Background: an optimization exercise with open tools, aiming at small area, a short achievable clock period and few clock cycles per item. Do not read the settings as production practice. Function was checked by simulation only, so behaviour that the tests miss may differ from the original. No driver is modelled on the clock port, so clock power and skew are understated where the tree is cut down; a real chip needs a root buffer or a tree. Power figures rest on the tool's default switching activity, not on a simulated workload.

Setup of rev 12:
Design ptc_builder, start of the top module:
module ptc_builder (
    input  wire        clk,
    input  wire        rst,
    input  wire        start,
    output wire        start_ready,
    input  wire [7:0]  cfg_dtype,
    input  wire [31:0] cfg_total,
    input  wire [15:0] cfg_cyl,
    input  wire [7:0]  cfg_heads,
    input  wire [7:0]  cfg_sect,
    input  wire [7:0]  cfg_ilv,
    input  wire [31:0] cfg_nfull,
    output wire [7:0]  rsvd_addr,
    input  wire [7:0]  rsvd_data,
    output wire        out_valid,
    input  wire        out_ready,
    output wire [7:0]  out_data,
    output wire        res_valid,
    output wire        res_refused,
    output wire        res_warn
);
    reg        scan;         
    reg        srdy;         
    reg        pend;         
    reg        act;          
    reg        ov;           
    reg        lastb;        
    reg        rv;           
    reg        rref;         
    reg        rwarn;        
    reg  [7:0] od;           
    reg  [8:0] p;            
    reg [15:0] romx;         
    reg  [7:0] dtype;
    reg [23:0] total;
    reg [15:0] cyl;
  ...
==> flow/config.mk <==
export PLATFORM = sky130hd
export DESIGN_NAME = ptc_builder
export DESIGN_NICKNAME = ptc_builder
export VERILOG_FILES = /design/flow/design.v
export SDC_FILE = /design/flow/constraint.sdc
export NUM_CORES = 4
export LEC_CHECK = 0
export CAP_MARGIN = 20
export CORE_MARGIN = 2
export CORE_UTILIZATION = 45
export PLACE_DENSITY = 0.62
export SLEW_MARGIN = 65
==> flow/constraint.sdc <==
create_clock -name core_clock -period 10.0 [get_ports {clk}]
set_input_delay 2.0000 -clock core_clock [delete_from_list [all_inputs] [get_ports {clk}]]
set_output_delay 2.0000 -clock core_clock [all_outputs]
set_load 0.01 [all_outputs]
standard.sh (not shown) runs the stock make flow with config.mk's settings and CLKGATE_MAP_FILE= SYNTH_SCRIPT=/design/flow/synth_recipe.tcl, a recipe that flattens the netlist after the stock synthesis.
==> flow/flow/run.sh <==
#!/bin/bash
set -euo pipefail
here=$(cd "$(dirname "$0")" && pwd)
bufs="BUFFER_PORTS_ARGS=-buffer_cell sky130_fd_sc_hd__buf_1"
cts="PRE_CTS_TCL=$here/clock_tree.tcl"
res=orfs/results/sky130hd/ptc_builder/base
bash standard.sh "$bufs" "$cts" finish > make_finish.log 2>&1
PLATFORM_DIR="$FLOW_HOME/platforms/sky130hd" RES="$res" \
  openroad -no_init -exit "$here/clock_slew.tcl" > clock_slew.log 2>&1
slew=$(awk '/^CLKSLEW_PS/ {print $2}' clock_slew.log)
echo "one-level clock tree: clock-pin slew ${slew:-unknown} ps"
if [[ -z "$slew" ]] || awk -v s="$slew" 'BEGIN { exit !(s > 120) }'; then
  echo "redoing the layout from placement with a two-level clock tree"
  cp -r orfs/logs logs_onelevel
  bash standard.sh "$bufs" clean_cts clean_route clean_finish > make_clean.log 2>&1
  CLOCK_TREE_LEVELS=2 bash standard.sh "$bufs" "$cts" finish > make_finish_twolevel.log 2>&1
fi
Other scripts of this flow, unchanged in this note and not shown: flow/flow/clock_slew.tcl, flow/flow/clock_tree.tcl
Rev 12 went all the way through the flow, and no timing, DRC or antenna check failed.
Testbench counts of rev 12, summed over its fixed seeds: cycles 100,560, builds 192.
> inputs changed (rev 12 -> rev 13)
- a change of PLACE_DENSITY from 0.62 to 0.75
- a change of CORE_UTILIZATION from 45 to 60
[summary]
On required time of the critical path, rev 13 tracks rev 12 almost exactly. For area of combinational cells with multiple inputs, rev 13 and rev 12 come out practically identical. ~same cell area in rev 12 and rev 13. Rev 13: tap cell instance count is 45 lower than what rev 12 reported.
In every run of this note, the design's own scripts or RTL, not TritonCTS, make the clock network.

* * *

The RTL this note starts from:
==> flow/design.v <==
module ptc_builder (
    input  wire        clk,
    input  wire        rst,
    input  wire        start,
    output wire        start_ready,
    input  wire [7:0]  cfg_dtype,
    input  wire [31:0] cfg_total,
    input  wire [15:0] cfg_cyl,
    input  wire [7:0]  cfg_heads,
    input  wire [7:0]  cfg_sect,
    input  wire [7:0]  cfg_ilv,
    input  wire [31:0] cfg_nfull,
    output wire [7:0]  rsvd_addr,
    input  wire [7:0]  rsvd_data,
    output wire        out_valid,
    input  wire        out_ready,
    output wire [7:0]  out_data,
    output wire        res_valid,
    output wire        res_refused,
    output wire        res_warn
);
    reg        scan;         
    reg        srdy;         
    reg        pend;         
    reg        act;          
    reg        ov;           
    reg        lastb;        
    reg        rv;           
    reg        rref;         
    reg        rwarn;        
    reg  [7:0] od;           
    reg  [8:0] p;            
    reg [15:0] romx;         
    reg  [7:0] dtype;
    reg [23:0] total;
    reg [15:0] cyl;
    reg  [7:0] heads;
    reg  [7:0] sect;
    reg  [7:0] ilv;
    reg  [3:0] n4;           
    reg        nhi;          
    reg        nmid;         
    reg        wtop;         
    assign start_ready = srdy;
    assign out_valid   = ov;
    assign out_data    = od;
    assign res_valid   = rv;
    assign res_refused = rref;
    assign res_warn    = rwarn;
    wire [8:0] laddr = {p[1], p[8:2], p[0]};
    wire [7:0] off   = laddr[7:0];
    assign rsvd_addr = off;
    wire big  = nhi | nmid;                  
    wire nz   = big | (n4 != 4'd0);          
    wire warn = wtop | nhi | (total[15:0] != 16'd0) | (total[19:16] != n4);
    wire rsvd_off = (off == 8'h08) | (off == 8'h0F) | (off == 8'h10) | (off >= 8'h15);
    wire [3:0] nm1 = n4 - 4'd1;
    wire [7:0] kx0 = big ? 8'hA0
                   : {4'h5, n4[0] ? n4 : {~n4[2] & ~n4[1], ~n4[1], 2'b10}};
    wire [7:0] kx1 = big ? 8'hB9
                   : {1'b0, ~(n4 == 4'd1 || n4 == 4'd3), 2'b00, nm1 ^ 4'h6};
    wire [15:0] kx = {kx1, kx0};
    wire [7:0] cks0 = romx[7:0]  ^ kx[7:0]  ^ dtype ^ total[15:8] ^ cyl[15:8] ^ sect;
    wire [7:0] cks1 = romx[15:8] ^ kx[15:8] ^ total[7:0] ^ total[23:16] ^ cyl[7:0]
                    ^ heads ^ ilv;
    wire [3:0] ei = laddr[7:4];              
    wire [3:0] eb = laddr[3:0];              
    wire i_lt = big | (ei < n4);             
    wire i_eq = ~big & (ei == n4);           
    wire i_le = i_lt | i_eq;
    wire [3:0] eim1 = ei - 4'd1;
    wire [3:0] eip1 = ei + 4'd1;
    reg [7:0] hbyte, ebyte;
    always @(*) begin
        case (off)
            8'h00, 8'h01: hbyte = 8'hAE;
            8'h02:        hbyte = cks0;
            8'h03:        hbyte = cks1;
            8'h04:        hbyte = dtype;
            8'h05:        hbyte = total[7:0];
            8'h06:        hbyte = total[15:8];
            8'h07:        hbyte = total[23:16];
            8'h09:        hbyte = cyl[7:0];
            8'h0A:        hbyte = cyl[15:8];
            8'h0B:        hbyte = heads;
            8'h0C:        hbyte = sect;
            8'h0D:        hbyte = ilv;
            8'h11, 8'h12, 8'h13, 8'h14: hbyte = 8'hFF;
            default:      hbyte = 8'h00;
        endcase
        case (eb)
            4'd0: ebyte = !i_le ? 8'h00 : (ei == 4'd0) ? 8'h01 : (ei == 4'd1) ? 8'h00
                        : {4'hF, 4'd1 - ei};                
            4'd1: ebyte = (i_le && ei >= 4'd2) ? 8'hFF : 8'h00;
            4'd2: ebyte = !i_le ? {4'd0, n4} : (ei == 4'd0) ? 8'h00 : (ei == 4'd1) ? 8'h01
                        : {4'd0, eim1};
            4'd3: ebyte = i_lt ? 8'hFF : i_eq ? {4'd0, nm1} : 8'h00;
            4'd4: ebyte = i_lt ? 8'hFF : 8'h00;
            4'd5: ebyte = (ei < 4'd4 && (ei == 4'd0 || i_lt)) ? 8'h40 : 8'h00;
            4'd6: ebyte = 8'hC1;
            4'd7: ebyte = 8'hC5;
            4'd8: ebyte = (ei < 4'd9) ? {4'hB, eip1} : 8'hB1;
            4'd9: ebyte = (ei < 4'd9) ? 8'hA0 : {4'hB, ei - 4'd9};
            default: ebyte = 8'hA0;
        endcase
    end
    wire       use_rom = ~laddr[8] & rsvd_off;
    wire [7:0] lbyte   = laddr[8] ? ebyte : hbyte;
    wire [7:0] nbyte   = use_rom ? rsvd_data : lbyte;
    wire idle_out = ~act & ~ov;
    wire begin_b  = pend & nz & idle_out;    
    wire refuse   = pend & ~nz & idle_out;   
    wire load     = (act & (~ov | out_ready)) | begin_b;
    wire plast    = (p == 9'd511);
    wire take     = start & srdy;
    wire pend_n = take | (pend & ~begin_b & ~refuse);
    wire act_n  = load ? ~plast : act;
    always @(posedge clk) begin
        if (rst) begin
            scan  <= 1'b1;
            srdy  <= 1'b0;
            pend  <= 1'b0;
            act   <= 1'b0;
            ov    <= 1'b0;
            rv    <= 1'b0;
            p     <= 9'd0;
            romx  <= 16'd0;
        end else begin
            rv   <= (ov & out_ready & lastb) | refuse;
            pend <= pend_n;
            act  <= act_n;
            srdy <= ~scan & ~pend_n & ~act_n;
            if (scan) begin
                if (rsvd_off) begin
                    if (p[0]) romx[15:8] <= romx[15:8] ^ rsvd_data;
                    else      romx[7:0]  <= romx[7:0]  ^ rsvd_data;
                end
                p <= p + {7'd0, p[0], 1'b1};
                if (off == 8'hFF) scan <= 1'b0;
            end else if (load) begin
                p <= p + 9'd1;
            end
            if (load)
                ov <= 1'b1;
            else if (out_ready)
                ov <= 1'b0;
        end
    end
    always @(posedge clk) begin
        if (load) begin
            od    <= nbyte;
            lastb <= plast;
        end
        if (srdy) begin
            dtype <= cfg_dtype;
            total <= cfg_total[23:0];
            cyl   <= cfg_cyl;
            heads <= cfg_heads;
            sect  <= cfg_sect;
            ilv   <= cfg_ilv;
            n4    <= cfg_nfull[3:0];
            nhi   <= (cfg_nfull[31:16] != 16'd0);
            nmid  <= (cfg_nfull[15:4] != 12'd0);
            wtop  <= (cfg_total[31:20] != cfg_nfull[15:4]);
        end else if (!(pend && ov)) begin
            rref  <= ~nz;
            rwarn <= warn;
        end
    end
endmodule
clock: 10.0 ns
lec_check: 0
cap_margin: 20
core_margin: 2
core_utilization: 40
place_density: 0.6
slew_margin: 65
==> flow/flow/run.sh <==
#!/bin/bash
# The standard layout (the standard.sh: its synthesis and every step
# unchanged), with two changes:
# * the port buffers that global placement inserts on every input and
#   output are sky130_fd_sc_hd__buf_1 cells instead of the slow delay
#   buffer (clkdlybuf4s50_1) buffer_ports picks by itself;
# * the clock tree is one level (clock_tree.tcl, sourced by ORFS's cts.tcl
#   in place of TritonCTS): 4 clkbuf_16, each driving a cluster of nearby
#   flip-flops (balanced k-means).
# Each tool's full log is in orfs/logs/; make's own output in make_finish.log.
set -euo pipefail
here=$(cd "$(dirname "$0")" && pwd)
bash standard.sh "BUFFER_PORTS_ARGS=-buffer_cell sky130_fd_sc_hd__buf_1" \
  "PRE_CTS_TCL=$here/clock_tree.tcl" finish > make_finish.log 2>&1
==> flow/flow/clock_tree.tcl <==
# Sourced by ORFS's cts.tcl (as PRE_CTS_TCL) in place of TritonCTS: a
# one-level clock tree. The flip-flops are split into 4 clusters by
# location (balanced k-means: at most ceil(n / 4) flip-flops each), each
# driven by one clkbuf_16 placed at the cluster's centre; the clock port
# drives the 4 buffers. Every flip-flop sees one buffer of the same kind,
# so the clock arrives at all of them at nearly the same time (a skew of
# a few tens of ps, from wire lengths only).
proc clock_tree_synthesis {args} {
  set K 4
  set db [ord::get_db]
  set block [ord::get_db_block]
  set clknet [[[$block findBTerm clk] getNet] getName]
  set clknet [$block findNet $clknet]
  set sinks {}
  foreach it [$clknet getITerms] {
    set inst [$it getInst]
    set box [$inst getBBox]
    set x [expr {([$box xMin] + [$box xMax]) / 2}]
    set y [expr {([$box yMin] + [$box yMax]) / 2}]
    lappend sinks [list $it $x $y]
  }
  set n [llength $sinks]
  puts "clock_tree: $n sinks, $K buffers"
  # k-means, seeded along x
  set sorted [lsort -integer -index 1 $sinks]
  set cent {}
  for {set k 0} {$k < $K} {incr k} {
    set s [lindex $sorted [expr {int(($k + 0.5) * $n / $K)}]]
    lappend cent [list [lindex $s 1] [lindex $s 2]]
  }
  # balanced k-means: sinks go to their nearest centre with room left
  # (at most ceil(n / K) sinks per buffer), nearest pairs first
  set cap [expr {($n + $K - 1) / $K}]
  for {set iter 0} {$iter < 30} {incr iter} {
    set pairs {}
    set i 0
    foreach s $sinks {
      for {set k 0} {$k < $K} {incr k} {
        set c [lindex $cent $k]
        lappend pairs [list [expr {abs([lindex $s 1] - [lindex $c 0]) + abs([lindex $s 2] - [lindex $c 1])}] $i $k]
      }
      incr i
    }
    set asg [lrepeat $n -1]
    set used [lrepeat $K 0]
    foreach pr [lsort -real -index 0 $pairs] {
      lassign $pr d i k
      if {[lindex $asg $i] >= 0 || [lindex $used $k] >= $cap} { continue }
      lset asg $i $k
      lset used $k [expr {[lindex $used $k] + 1}]
    }
    set nc {}
    for {set k 0} {$k < $K} {incr k} {
      set sx 0; set sy 0; set m 0
      foreach s $sinks a $asg {
        if {$a == $k} { set sx [expr {$sx + [lindex $s 1]}]; set sy [expr {$sy + [lindex $s 2]}]; incr m }
      }
      if {$m > 0} { lappend nc [list [expr {$sx / $m}] [expr {$sy / $m}]] } else { lappend nc [lindex $cent $k] }
    }
    set cent $nc
  }
  set master [$db findMaster sky130_fd_sc_hd__clkbuf_16]
  for {set k 0} {$k < $K} {incr k} {
    set inst [odb::dbInst_create $block $master "clkbuf_leaf_$k"]
    set net [odb::dbNet_create $block "clknet_leaf_$k"]
    $net setSigType CLOCK
    [$inst findITerm A] connect $clknet
    [$inst findITerm X] connect $net
    set c [lindex $cent $k]
    $inst setLocation [expr {int([lindex $c 0])}] [expr {int([lindex $c 1])}]
    $inst setPlacementStatus PLACED
    set cnt 0
    foreach s $sinks a $asg {
      if {$a == $k} { set it [lindex $s 0]; $it disconnect; $it connect $net; incr cnt }
    }
    puts "clock_tree: buffer $k drives $cnt sinks, at $c"
  }
}
The baseline finished clean.
Testbench counts at the start, summed over its fixed seeds: cycles 100,560, builds 192.
Edit:
Settings changed: CORE_UTILIZATION 40 to 55, PLACE_DENSITY 0.6 to 0.7.
Effect: Global-route usage climbs by 6.4 points; final cell count drops by 5.6%; setup slack improved by 0.0070 ns; area after synthesis stays the same; final area drops by 1.2%; critical path depth is unchanged; total power drops by 1.2%; via count climbs by 1.3%; combinational power drops by about 5%; sequential share of layout area climbs by 0.44 points.
Edit:
--- a/flow/flow/run.sh
+++ b/flow/flow/run.sh
@@ -7,5 +7,5 @@
 # * the clock tree is one level (clock_tree.tcl, sourced by ORFS's cts.tcl
 #   in place of TritonCTS): 4 clkbuf_16, each driving a cluster of nearby
-#   flip-flops (balanced k-means).
+#   flip-flops.
 # Each tool's full log is in orfs/logs/; make's own output in make_finish.log.
 set -euo pipefail
--- a/flow/flow/clock_tree.tcl
+++ b/flow/flow/clock_tree.tcl
@@ -1,9 +1,8 @@
 # Sourced by ORFS's cts.tcl (as PRE_CTS_TCL) in place of TritonCTS: a
 # one-level clock tree. The flip-flops are split into 4 clusters by
-# location (balanced k-means: at most ceil(n / 4) flip-flops each), each
-# driven by one clkbuf_16 placed at the cluster's centre; the clock port
-# drives the 4 buffers. Every flip-flop sees one buffer of the same kind,
-# so the clock arrives at all of them at nearly the same time (a skew of
-# a few tens of ps, from wire lengths only).
+# location (k-means), each driven by one clkbuf_16 placed at the cluster's
+# centre; the clock port drives the 4 buffers. Every flip-flop sees one
+# buffer of the same kind, so the clock arrives at all of them at nearly
+# the same time (skew of a few tens of ps, from wire lengths only).
 proc clock_tree_synthesis {args} {
   set K 4
@@ -29,24 +28,14 @@
     lappend cent [list [lindex $s 1] [lindex $s 2]]
   }
-  # balanced k-means: sinks go to their nearest centre with room left
-  # (at most ceil(n / K) sinks per buffer), nearest pairs first
-  set cap [expr {($n + $K - 1) / $K}]
-  for {set iter 0} {$iter < 30} {incr iter} {
-    set pairs {}
-    set i 0
+  for {set iter 0} {$iter < 50} {incr iter} {
+    set asg {}
     foreach s $sinks {
+      set best 0; set bd 1e18
       for {set k 0} {$k < $K} {incr k} {
         set c [lindex $cent $k]
-        lappend pairs [list [expr {abs([lindex $s 1] - [lindex $c 0]) + abs([lindex $s 2] - [lindex $c 1])}] $i $k]
+        set d [expr {abs([lindex $s 1] - [lindex $c 0]) + abs([lindex $s 2] - [lindex $c 1])}]
+        if {$d < $bd} { set bd $d; set best $k }
       }
-      incr i
-    }
-    set asg [lrepeat $n -1]
-    set used [lrepeat $K 0]
-    foreach pr [lsort -real -index 0 $pairs] {
-      lassign $pr d i k
-      if {[lindex $asg $i] >= 0 || [lindex $used $k] >= $cap} { continue }
-      lset asg $i $k
-      lset used $k [expr {[lindex $used $k] + 1}]
+      lappend asg $best
     }
     set nc {}
Settings changed: CORE_UTILIZATION 55 to 40, PLACE_DENSITY 0.7 to 0.6.
The new run went through all stages and came out clean.
Utilization fell by 18 points.
Global-route usage drops by 6.4 points.
Final area is higher slightly.
Total power rose slightly.
Sequential cell count is unchanged.
Clock skew rose by 0.013 ns.
Clock power hardly moves.
Edit:
--- a/flow/flow/run.sh
+++ b/flow/flow/run.sh
@@ -7,5 +7,5 @@
 # * the clock tree is one level (clock_tree.tcl, sourced by ORFS's cts.tcl
 #   in place of TritonCTS): 4 clkbuf_16, each driving a cluster of nearby
-#   flip-flops.
+#   flip-flops (balanced k-means).
 # Each tool's full log is in orfs/logs/; make's own output in make_finish.log.
 set -euo pipefail
--- a/flow/flow/clock_tree.tcl
+++ b/flow/flow/clock_tree.tcl
@@ -1,8 +1,9 @@
 # Sourced by ORFS's cts.tcl (as PRE_CTS_TCL) in place of TritonCTS: a
 # one-level clock tree. The flip-flops are split into 4 clusters by
-# location (k-means), each driven by one clkbuf_16 placed at the cluster's
-# centre; the clock port drives the 4 buffers. Every flip-flop sees one
-# buffer of the same kind, so the clock arrives at all of them at nearly
-# the same time (skew of a few tens of ps, from wire lengths only).
+# location (balanced k-means: at most ceil(n / 4) flip-flops each), each
+# driven by one clkbuf_16 placed at the cluster's centre; the clock port
+# drives the 4 buffers. Every flip-flop sees one buffer of the same kind,
+# so the clock arrives at all of them at nearly the same time (a skew of
+# a few tens of ps, from wire lengths only).
 proc clock_tree_synthesis {args} {
   set K 4
@@ -28,14 +29,24 @@
     lappend cent [list [lindex $s 1] [lindex $s 2]]
   }
-  for {set iter 0} {$iter < 50} {incr iter} {
-    set asg {}
+  # balanced k-means: sinks go to their nearest centre with room left
+  # (at most ceil(n / K) sinks per buffer), nearest pairs first
+  set cap [expr {($n + $K - 1) / $K}]
+  for {set iter 0} {$iter < 30} {incr iter} {
+    set pairs {}
+    set i 0
     foreach s $sinks {
-      set best 0; set bd 1e18
       for {set k 0} {$k < $K} {incr k} {
         set c [lindex $cent $k]
-        set d [expr {abs([lindex $s 1] - [lindex $c 0]) + abs([lindex $s 2] - [lindex $c 1])}]
-        if {$d < $bd} { set bd $d; set best $k }
+        lappend pairs [list [expr {abs([lindex $s 1] - [lindex $c 0]) + abs([lindex $s 2] - [lindex $c 1])}] $i $k]
       }
-      lappend asg $best
+      incr i
+    }
+    set asg [lrepeat $n -1]
+    set used [lrepeat $K 0]
+    foreach pr [lsort -real -index 0 $pairs] {
+      lassign $pr d i k
+      if {[lindex $asg $i] >= 0 || [lindex $used $k] >= $cap} { continue }
+      lset asg $i $k
+      lset used $k [expr {[lindex $used $k] + 1}]
     }
     set nc {}
Settings changed: CORE_UTILIZATION 40 to 50, PLACE_DENSITY 0.6 to 0.65.
The new run went through all stages and came out clean.
Sequential power barely changes.
Routed wire length barely changes.
Via count is higher slightly.
Synthesized cell count is unchanged.
Combinational power is lower by a few percent.
Register-to-register slack gets worse by 0.08 ns.
Synthesized area stays the same.
No run of this note takes its clock network from TritonCTS; it comes from the design's own scripts or RTL.

-- static timing again, ports no longer ideal --
The flow's constraints put no driver on any port. The routed layouts listed below were extracted and timed again, unchanged, in two steps.
Step 1, drivers: a clkbuf_16 drives clk and a buf_2 each remaining input, both assumed.
Step 2 adds t to the input delays and takes it off the output delays; t is the mean of the earliest and latest rising clock arrival at the registers after step 1. Input paths then give back, and output paths get back, about the clock's delay inside the block.
Three values: no drivers, after step 1, after step 2; two values: the first two.
| run | shift t [ns] | setup slack, ns | worst hold slack (ns) | worst setup path at the end | latest minus earliest clock arrival (ns) |
|---|---|---|---|---|---|
| rev 12 | 0.262 | 6.837 / 6.832 / 6.645 | 0.537 / 0.537 / 0.537 | input to register | 0.017 / 0.016 |
| rev 13 | 0.260 | 6.823 / 6.830 / 6.629 | 0.519 / 0.519 / 0.519 | input to register | 0.011 / 0.010 |
| the first run of note 2 | 0.261 | 6.767 / 6.832 / 6.571 | 0.518 / 0.518 / 0.518 | input to register | 0.009 / 0.009 |
| the second run of note 2 | 0.253 | 6.774 / 6.810 / 6.585 | 0.549 / 0.549 / 0.549 | input to register | 0.019 / 0.018 |
| the third run of note 2 | 0.264 | 6.737 / 6.807 / 6.544 | 0.516 / 0.516 / 0.516 | input to register | 0.027 / 0.027 |
| the fourth run of note 2 | 0.257 | 6.743 / 6.799 / 6.548 | 0.515 / 0.515 / 0.515 | input to register | 0.016 / 0.016 |
After both steps every run listed still meets setup and hold. For the first run of note 2, which loses most, drivers alone change the setup slack by +0.065 ns; drivers and shift together by -0.196 ns.
